This is an optimization exercise on Yosys and OpenROAD, whose aim is small area, a short achievable clock period and few clock cycles per item, not a production implementation.
Where RTL was checked, it was by simulation tests only, not by an equivalence proof against the original.
No activity file was given, so power comes from the tool's default toggle rates.

==> inputs of trial 11 <==
## bb_sync
module bb_sync (
    input  wire        clk,
    input  wire        rst,           
    input  wire        cmd_valid,
    output wire        cmd_ready,
    input  wire [31:0] cmd_data,
    output wire        kbc_rd,
    output wire        kbc_port,      
    input  wire        kbc_ack,
    input  wire [7:0]  kbc_rdata,
    output wire        rec_valid,
    input  wire        rec_ready,
    output wire [31:0] rec_data
);
clock: 4.5 ns
lec_check: 0
abc_area: 1
cap_margin: 20
core_margin: 2
core_utilization: 55
cts_buf_list: sky130_fd_sc_hd__clkbuf_8
setup_slack_margin: 2.0
slew_margin: 20
standard.sh (not shown) runs the stock make flow with config.mk's settings and CLKGATE_MAP_FILE= SYNTH_SCRIPT=/design/flow/synth_recipe.tcl, a recipe that flattens the netlist after the stock synthesis.
==> flow/flow/run.sh <==
#!/bin/bash
# Standard layout, except that the port buffers are buf_2 cells instead of
# the delay cells buffer_ports picks by default. Every port is still buffered.
set -euo pipefail
export BUFFER_PORTS_ARGS="-buffer_cell sky130_fd_sc_hd__buf_2"
bash standard.sh > standard.log 2>&1
==> inputs of build 66, as changes to trial 11 <==
--- a/flow/design.v
+++ b/flow/design.v
@@ -40,17 +40,16 @@
     reg  [2:0]  e_code;        
     reg         b_v;
     reg         b_ch;
     reg  [2:0]  b_code;
     reg  [7:0]  b_byte;
     reg         b_pkt;         
     reg         o_v;
     reg         o_pkt;         
-    reg         o_pkt_lo;      
     reg         o_k1;          
     reg         o_k2;          
     reg         o_dis;         
     reg         o_gd;          
     reg  [7:0]  o_byte;
     reg         gd_p;          
     assign kbc_rd   = e_rd;
     assign kbc_port = e_port;
@@ -59,21 +58,21 @@
     assign rec_data[31]    = 1'b1;
     assign rec_data[30:27] = 4'd0;
     assign rec_data[26]    = o_dis;
     assign rec_data[25]    = o_pkt | o_gd;
     assign rec_data[24]    = o_key | o_gd;
     assign rec_data[23:18] = {6{o_pkt}} & o_byte[7:2];
     assign rec_data[17]    = (o_pkt & o_byte[1]) | o_k2;
     assign rec_data[16]    = (o_pkt & o_byte[0]) | (o_key & ~o_byte[7]);
-    assign rec_data[15:10] = ({6{o_pkt_lo}} & mouse_b1[7:2]) | ({6{o_k2}} & o_byte[7:2]);
-    assign rec_data[9:8]   = ({2{o_pkt_lo}} & mouse_b1[1:0]) | ({2{o_k2 | o_dis}} & o_byte[1:0]);
-    assign rec_data[7:3]   = ({5{o_pkt_lo}} & mouse_b0[7:3]) | ({5{o_k1}} & o_byte[7:3]) |
+    assign rec_data[15:10] = ({6{o_pkt}} & mouse_b1[7:2]) | ({6{o_k2}} & o_byte[7:2]);
+    assign rec_data[9:8]   = ({2{o_pkt}} & mouse_b1[1:0]) | ({2{o_k2 | o_dis}} & o_byte[1:0]);
+    assign rec_data[7:3]   = ({5{o_pkt}} & mouse_b0[7:3]) | ({5{o_k1}} & o_byte[7:3]) |
                              ({5{o_k2}} & 5'b11100);
-    assign rec_data[2:0]   = ({3{o_pkt_lo}} & mouse_b0[2:0]) | ({3{o_k1}} & o_byte[2:0]) |
+    assign rec_data[2:0]   = ({3{o_pkt}} & mouse_b0[2:0]) | ({3{o_k1}} & o_byte[2:0]) |
                              ({3{o_dis}} & o_byte[4:2]);
     wire [7:0]  opc = cmd_data[31:24];
     wire z23_0 = (cmd_data[23:0] == 24'd0);
     wire z23_1 = (cmd_data[23:1] == 23'd0);
     wire z23_8 = (cmd_data[23:8] == 16'd0);
     reg  [3:0]  d_kind;
     always @(*) begin
         d_kind = 4'b10_10;                        
@@ -374,51 +373,46 @@
             b_code <= e_port ? e_code : 3'd1;
             b_byte <= kbc_rdata;
         end
         if (bop_go) begin
             b_ch   <= cb_mem[0];
             b_code <= cb_mem[1] ? 3'd6 : 3'd0;
             b_byte <= cb_arg[7:0];
         end
-        if (o_v && rec_ready) o_pkt_lo <= 1'b0;
         if (o_v && rec_ready && gd_p) begin
             o_pkt <= 1'b0;
-            o_pkt_lo <= 1'b0;
             o_k1  <= 1'b0;
             o_k2  <= 1'b0;
             o_dis <= 1'b0;
             o_gd  <= 1'b1;
         end
         if (r_b) begin
             o_pkt <= 1'b0;
-            o_pkt_lo <= 1'b0;
             o_k1  <= 1'b0;
             o_k2  <= 1'b0;
             o_dis <= 1'b0;
             o_gd  <= 1'b0;
             if (b_code != 3'd0) begin
                 o_dis  <= 1'b1;
                 o_byte <= {3'd0, b_code, (b_code == 3'd6) ? 2'd2 : {1'b0, b_ch}};
             end else if (!b_ch) begin
                 o_k1   <= !kbd_pending;
                 o_k2   <= kbd_pending;
                 o_byte <= b_byte;
             end else if (mouse_slot == 2'd0) begin
                 o_dis  <= 1'b1;
                 o_byte <= {3'd0, 3'd5, 2'd1};
             end else begin
                 o_pkt  <= 1'b1;
-                o_pkt_lo <= 1'b1;
                 o_byte <= b_byte;
             end
         end
         if (gq) begin
             o_pkt <= 1'b0;
-            o_pkt_lo <= 1'b0;
             o_k1  <= 1'b0;
             o_k2  <= 1'b0;
             o_dis <= 1'b0;
             o_gd  <= 1'b1;
         end
         if (b_ch && b_code == 3'd0 && r_b) begin
             if (mouse_slot == 2'd0) mouse_b0 <= b_byte;
             if (mouse_slot == 2'd1) mouse_b1 <= b_byte;
@@ -438,15 +432,10 @@
             g2_sx  <= sx;
             g2_cy  <= y_lo[8];
             g2_sy  <= sy;
             g2_xk1 <= xk_c1;
             g2_xk0 <= xk_c0;
             g2_yk1 <= yk_c1;
             g2_yk0 <= yk_c0;
         end
-        if (rst) begin
-            mouse_b0 <= 8'h00;
-            mouse_b1 <= 8'h00;
-            o_byte   <= 8'h00;
-        end
     end
 endmodule
==> flow/config.mk (replaced) <==
export PLATFORM = sky130hd
export DESIGN_NAME = bb_sync
export DESIGN_NICKNAME = bb_sync
export VERILOG_FILES = /design/flow/design.v
export SDC_FILE = /design/flow/constraint.sdc
export NUM_CORES = 4
export LEC_CHECK = 0
export ABC_AREA = 1
export CAP_MARGIN = 20
export CORE_MARGIN = 2
export CORE_UTILIZATION = 40
export CTS_BUF_LIST = sky130_fd_sc_hd__clkbuf_8
export SETUP_SLACK_MARGIN = 3.0
export SLEW_MARGIN = 20
==> results.txt <==
item	trial 11	build 66
Status	timing/DRC/antenna clean	timing/DRC/antenna clean
Number of clock sinks	154	153
Largest Pwr Group	sequential cells	combinational cells
Worst clock skew	0.01693 ns	0.01824 ns
Post-Synthesis Mean Instance Area	7.250 sq um	7.714 sq um
Proportion of synthesized area in mux cells	0.001092	0.003260
Proportion of power drawn by combinational gates	0.183	0.471
FFs & Latches	154	153
Post-synthesis share of cell area spent on and, or, nand and nor gates	0.2530	0.2388
Total Power	3.486 mW	6.258 mW
Power density over the cells	339.8 nW/um^2	457.5 nW/um^2
Number of filler cells placed in the layout	1,526	1,894
Leakage power	4.344 nW	5.700 nW
Number of multi-input logic gates	885	819
Cell depth of the worst flop-to-flop path	12	15
GRT met2 Usage	0.4911	0.4220
Share of cells above drive strength 1	0.1370	0.4261
End point of the critical path	rec_data[4]	rec_data[5]
Drt wl/cell	16.48 um	18.34 um
Detail Route met2 WL	12,150 um	15,300 um
Internal power	2.323 mW	3.676 mW
Worst path arrival time	1.67 ns	1.63 ns
Multi-input logic portion of the cell area	0.4642	0.4424
Met1 routing resource usage after global routing	0.3815	0.3132
Tightest Pin Transition	0.6776 ns	0.8398 ns
Post-Place Cell Area	9634 sq um	10,280 sq um
Smallest setup slack after layout	1.932 ns	1.965 ns
Testbench counts of build 66, summed over its fixed seeds: cycles 26,047, ops 5,600.
Function not checked in trial 11: the RTL went through the layout flow alone.

## re-timing with driven ports
The flow's constraints put no driver on any port. The routed layouts listed below were extracted and timed again, unchanged, in two steps.
Step 1 (the two cells are an assumption about what drives the block):
set clk [get_ports {clk}]
set_driving_cell -lib_cell sky130_fd_sc_hd__clkbuf_16 $clk
set_driving_cell -lib_cell sky130_fd_sc_hd__buf_2 [delete_from_list [all_inputs] $clk]
Step 2 times the ports against the registers' clock, not the clock port: input delays grow and output delays shrink by t, the midpoint of the rising clock arrivals with the driver on.
Three values: ideal, step 1, step 2; two values: the first two.
run	shift t [ns]	setup slack, ns	hold slack, ns	worst setup path after step 2
trial 11	0.514	1.932 / 1.886 / 1.703	0.468 / 0.468 / 0.468	input to register
build 66	0.520	1.965 / 1.924 / 1.693	0.459 / 0.459 / 0.459	input to register
After both steps setup and hold are still met in every run listed. For build 66, which loses most, drivers alone change the setup slack by -0.041 ns; drivers and shift together by -0.272 ns.
